Source: an optimization exercise on an open RTL-to-GDS flow (aim: a short achievable clock period and few clock cycles). Production flows keep margins and buffers that such runs may drop.
In this exercise RTL edits were held to simulation tests only and were not proved equivalent to the original.
Power and IR drop assume default switching activity.

Setup of yarrow:
Design frame_responder, start of the top module:
module frame_responder (
    input  wire        clk,
    input  wire        rst,           
    input  wire        start,         
    output wire        ready,
    output reg         done,          
    output reg         reply,         
    output reg  [15:0] rx_lat,        
    output wire [1:0]  sess_state,    
    output reg  [10:0] tx_addr,
    input  wire [7:0]  tx_rdata,
    output reg         stg_we,
    output reg  [10:0] stg_addr,
    output reg  [7:0]  stg_wdata,
    output reg         st_req,
    output reg  [1:0]  st_cmd,        
    output reg  [24:0] st_addr,
    output reg  [7:0]  st_wdata,
    output reg  [9:0]  st_name_len,
    input  wire        st_gnt,
    input  wire [7:0]  st_rdata,
    input  wire        st_ok
);
Size in the first run: about 120 I/O pins, ~40,000 um^2 of cells after synthesis.
export LEC_CHECK = 0
export ABC_CLOCK_PERIOD_IN_PS = 2500
export CAP_MARGIN = 20
export CORE_MARGIN = 2
export CORE_UTILIZATION = 55
export SETUP_SLACK_MARGIN = 5
export SLEW_MARGIN = 20
create_clock -name core_clock -period 7.0 [get_ports {clk}]
run.sh (not shown) runs the stock make flow with config.mk's settings and CLKGATE_MAP_FILE= SYNTH_SCRIPT=/design/flow/synth_recipe.tcl, a recipe that flattens the netlist after the stock synthesis.
Testbench counts of yarrow, summed over its fixed seeds: cycles 283,971.
### yarrow -> onyx
Settings: CORE_UTILIZATION: 55 -> 45.
Findings:
Status | yarrow and onyx | clean
In the reports for yarrow and onyx, the larger sequential share of layout area belongs to yarrow.
Looking at critical-path cell with the highest stage delay, the sky130_fd_sc_hd__dfxtp_4 result is from onyx; the sky130_fd_sc_hd__o311ai_1 one comes from yarrow.
Taking yarrow as the reference, in onyx multi-input logic cell count flat, maximum VDD drop down 4.6%, area of combinational cells with multiple inputs up 310 um^2, portion of total power attributed to combinational logic up 0.9 points, power up 0.083 mW.
Taking yarrow as the reference, in onyx vias after detailed routing went up; number of well-tap cells placed went up; area added between synthesis and finish went up.
--- input diff onyx..sierra ---
Settings: a change of ABC_CLOCK_PERIOD_IN_PS from 2500 to 2200; a change of SETUP_SLACK_MARGIN from 5 to 4.6.
## What came out
- Total area of sequential cells for sierra is lower than for onyx.
- Between onyx and sierra, the measured slew at the worst slew-check pin is higher for sierra.
- Delta (sierra minus onyx): layout net count lower; fraction of the core area covered by cells at the end of the flow lower; setup slack lower.
- Per the comparison of sierra with onyx, register-to-register slack now smaller, cell count now smaller.
Setup changes, sierra to zinc
Settings: SETUP_SLACK_MARGIN: 4.6 -> 5; CORE_UTILIZATION: 45 -> 50; ABC_CLOCK_PERIOD_IN_PS: 2200 -> 2500.
==> comparison <==
zinc: full flow OK, the timing, design-rule and antenna checks passed
Global-route usage: sierra and zinc compared, higher one is zinc
zinc: area added between synthesis and finish is 11 points higher than what sierra reported.
The die used by zinc is smaller than the one used by sierra.
Setup slack: zinc more than sierra
| proportion of cell area occupied by multi-input gates | zinc vs sierra | 0.99 points higher |
Re via count: zinc is about 5.6% up on sierra.

---

== Q ==
Another version of the RTL of frame_responder (not shown whole).
Size: ~920 flip-flops, ~120 I/O pins, about 40,000 um2 of cells after synthesis.
clock: 7.0 ns
lec_check: 0
abc_clock_period_in_ps: 2500
cap_margin: 20
core_margin: 2
core_utilization: 40
setup_slack_margin: 5
slew_margin: 20
Q | stages: all done | timing, DRC, antenna: all pass
Testbench counts of Q, summed over its fixed seeds: cycles 283,971.
Inputs modified between Q and T:
diff --git a/flow/config.mk b/flow/config.mk
--- a/flow/config.mk
+++ b/flow/config.mk
@@ -9,5 +9,5 @@
 export CAP_MARGIN = 20
 export CORE_MARGIN = 2
-export CORE_UTILIZATION = 40
+export CORE_UTILIZATION = 55
 export SETUP_SLACK_MARGIN = 5
 export SLEW_MARGIN = 20
[summary]
T ended with more design area than Q. Total power of T is higher than that of Q. Worst setup slack, T and Q: larger value in T.

[port drivers added, routing unchanged]
In the flow no input, the clock included, has a driving cell. The finished layouts below were timed again as built, in two steps. Step 1 (the two cells are an assumption about what drives the block):
set clk [get_ports {clk}]
set_driving_cell -lib_cell sky130_fd_sc_hd__clkbuf_16 $clk
set_driving_cell -lib_cell sky130_fd_sc_hd__buf_2 [delete_from_list [all_inputs] $clk]
Step 2 moves the port delays by t, midway between the first and last clock arrival at a register: inputs arrive t later, outputs are due t later. That takes back most of the time a late clock gives input paths. Three values: ideal, step 1, step 2; two values: the first two.
| run | shift t [ns] | setup WS [ns] | worst hold slack (ns) | worst setup path at the end | slew at the worst register clock pin (ns) |
|---|---|---|---|---|---|
| yarrow | 0.717 | 4.284 / 4.284 / 3.758 | 0.326 / 0.326 / 0.326 | input to register | 0.07 / 0.07 |
| onyx | 0.752 | 4.405 / 4.334 / 3.719 | 0.325 / 0.325 / 0.325 | input to register | 0.07 / 0.07 |
| sierra | 0.724 | 4.385 / 4.343 / 3.804 | 0.313 / 0.313 / 0.313 | input to register | 0.07 / 0.07 |
| zinc | 0.730 | 4.410 / 4.339 / 3.817 | 0.324 / 0.324 / 0.324 | input to register | 0.07 / 0.07 |
| Q | 0.754 | 4.390 / 4.313 / 3.952 | 0.325 / 0.325 / 0.325 | input to register | 0.07 / 0.07 |
| T | 0.706 | 4.427 / 4.356 / 4.135 | 0.326 / 0.326 / 0.326 | input to register | 0.07 / 0.07 |
After both steps every run listed still meets setup and hold. The setup slack of onyx, which loses most, moves by -0.071 ns with the drivers and by -0.686 ns with both steps.
